This design comes from an exercise in tuning for small area, a short achievable clock period and few clock cycles per item on the open sky130 flow, not from production work.
Function was checked by simulation only, so behaviour that the tests miss may differ from the original.

the previous run:
// tslfs_convert
module tslfs_convert (
    input  wire          clk,
    input  wire          rst,           
    input  wire          in_valid,
    output wire          in_ready,
    input  wire [511:0]  in_record,     
    output reg           out_valid,     
    output wire [1535:0] out_phys       
);
Size: ~14000 cells after synthesis, ~2100 I/O pins, ~0.13 mm^2 of cells after synthesis.
clock: 12.0 ns
lec_check: 0
cap_margin: 20
core_area: 10 10 590 590
die_area: 0 0 600 600
setup_slack_margin: 5
slew_margin: 20
run.sh (not shown) runs the stock make flow with config.mk's settings and CLKGATE_MAP_FILE= SYNTH_SCRIPT=/design/flow/synth_recipe.tcl, a recipe that flattens the netlist after the stock synthesis.
Both conditions hold for the previous run: the flow ran to the end and the final layout passed the timing, design-rule and antenna checks.
Testbench counts of the previous run, summed over its fixed seeds: cycles 824, items 800.
Relative to the previous run, the following input files were edited for the current run:
==> flow/flow/run.sh (new file) <==
#!/bin/bash
# The standard layout (the standard.sh: ORFS from the standard synthesis to
# the final layout), except that the ports are buffered with the small
# sky130_fd_sc_hd__buf_1 instead of the resizer's default buffer.
set -e
export BUFFER_PORTS_ARGS="-buffer_cell sky130_fd_sc_hd__buf_1"
bash standard.sh > standard.log 2>&1
==> flow/standard.sh (new file) <==
#!/bin/bash
# synth_recipe.tcl (not shown) runs the flow's synth.tcl, then flattens the netlist and writes it again
# the make line also repeats each setting of config.mk as NAME=value (left out here)
make -C /OpenROAD-flow-scripts/flow DESIGN_CONFIG=/design/flow/config.mk WORK_HOME=/design/flow/orfs CLKGATE_MAP_FILE= SYNTH_SCRIPT=/design/flow/synth_recipe.tcl "${@:-finish}"
removed: flow/run.sh
Findings:
The final worst-path cycle share number comes out higher for the previous run vs the current run.
The post-placement cell count of the current run and that of the previous run are within noise of each other.
On met3 capacity usage during global routing: the current run sits below the previous run.
Compared with the previous run, placement density in the core of the current run is lower.
Comparing the current run and the previous run, the higher design area is on the previous run.
[the current run] global-route usage fell 0.39 points relative to the previous run
Compared with the previous run, the current run shows a worst slack after detailed placement that is 290 ps higher.

---

Setup of job 382:
Another version of the RTL of tslfs_convert (not shown whole).
For scale: about 15000 cells after synthesis, roughly 1900 flip-flops, roughly 130000 um^2 of cells after synthesis.
export LEC_CHECK = 0
export CAP_MARGIN = 20
export CORE_AREA = 10 10 590 590
export DIE_AREA = 0 0 600 600
export SLEW_MARGIN = 20
create_clock -name core_clock -period 12.0 [get_ports {clk}]
standard.sh (not shown) runs the stock make flow with config.mk's settings and CLKGATE_MAP_FILE= SYNTH_SCRIPT=/design/flow/synth_recipe.tcl, a recipe that flattens the netlist after the stock synthesis.
==> flow/flow/run.sh <==
#!/bin/bash
# The standard layout (the standard.sh: ORFS from the standard synthesis to
# the final layout), except that the ports are buffered with the small
# sky130_fd_sc_hd__buf_1 instead of the resizer's default buffer, and timing
# repair aims for 6 ns of setup slack margin.
set -e
export BUFFER_PORTS_ARGS="-buffer_cell sky130_fd_sc_hd__buf_1"
export SETUP_SLACK_MARGIN=6
bash standard.sh > standard.log 2>&1
Testbench counts of job 382, summed over its fixed seeds: cycles 824, items 800.
Input-level comparison between job 4157 and job 382:
diff --git a/flow/flow/run.sh b/flow/flow/run.sh
--- a/flow/flow/run.sh
+++ b/flow/flow/run.sh
@@ -5 +5 @@
-# repair aims for 6 ns of setup slack margin.
+# repair aims for 7 ns of setup slack margin.
@@ -8 +8 @@
-export SETUP_SLACK_MARGIN=6
+export SETUP_SLACK_MARGIN=7
Results
Layout checks on job 4157: not met. Flow itself completed; violations: antenna rules. The final layout from job 382, which completed every stage, passed the timing, design-rule and antenna checks at the end of the flow. Side by side, detailed-route wire length on metal 1 turned out higher in job 4157 than in job 382. Between job 4157 and job 382, the difference in total I/O pin count is negligible. Diff job 382 -> job 4157 | final critical path time including I/O delays and setup | decrease of 51 ps. Diff job 382 -> job 4157: global-route usage picked up an extra 1.7 points. Job 4157 against job 382: slew of the pin with the lowest slew margin went down by 71 ps; final critical-path setup slack went up by 51 ps; final core utilization went up by 3.3 points; achievable clock frequency went up by about 0.9%. Re ratio of final minimum period to clock period: job 4157 and job 382 aren't equal, and the higher value belongs to job 382.
Edits applied to the flow inputs when going from job 4157 to job 6774:
- an added SETUP_SLACK_MARGIN of 5
diff --git a/flow/flow/run.sh b/flow/flow/run.sh
--- a/flow/flow/run.sh
+++ b/flow/flow/run.sh
@@ -4,2 +4 @@
-# sky130_fd_sc_hd__buf_1 instead of the resizer's default buffer, and timing
-# repair aims for 7 ns of setup slack margin.
+# sky130_fd_sc_hd__buf_1 instead of the resizer's default buffer.
@@ -8 +6,0 @@
-export SETUP_SLACK_MARGIN=7
## What came out
Job 6774 | status: complete | timing, DRC, antenna: pass. Between job 4157 and job 6774, the flow reports filler cell count in the final layout increasing by a few percent. Max-capacitance violation count: job 6774 vs job 4157 identical. Relative to job 4157, the proportion of cell area occupied by multi-input gates of job 6774 is higher by 0.32 points. Job 6774 vs job 4157: wire length reported by the detailed router down in job 6774. Job 4157 vs job 6774, critical path endpoint: u10.s2[7] vs u23.fr3[22]. In terms of synthesized-area fraction occupied by and/or/nand/nor cells, job 6774 and job 4157 differ only marginally. Buffer count excluding the clock tree in the final layout was higher in the run labelled job 4157.

port drivers added, routing unchanged:
Ports are ideal in the flow. The routed layouts listed here were re-timed in OpenROAD.
Step 1 (the two cells are an assumption about what drives the block):
set clk [get_ports {clk}]
set_driving_cell -lib_cell sky130_fd_sc_hd__clkbuf_16 $clk
set_driving_cell -lib_cell sky130_fd_sc_hd__buf_2 [delete_from_list [all_inputs] $clk]
Step 2 moves the port delays by t, midway between the first and last clock arrival at a register: inputs arrive t later, outputs are due t later. That takes back most of the time a late clock gives input paths.
Three values: ideal ports, drivers, drivers and shift; two values: the first two.
run | t (ns) | slack for setup (ns) | worst data-port slew with drivers (ns)
the previous run | 1.018 | 5.165 / 5.052 / 4.447 | 0.44
the current run | 1.006 | 5.205 / 5.118 / 4.787 | 0.27
job 382 | 1.010 | 6.079 / 6.079 / 5.169 | 0.30
job 4157 | 0.992 | 6.129 / 6.129 / 6.057 | 0.53
job 6774 | 1.007 | 5.250 / 5.250 / 4.292 | 0.47
The setup slack of job 6774, which loses most, moves by 0.000 ns with the drivers and by -0.958 ns with both steps.
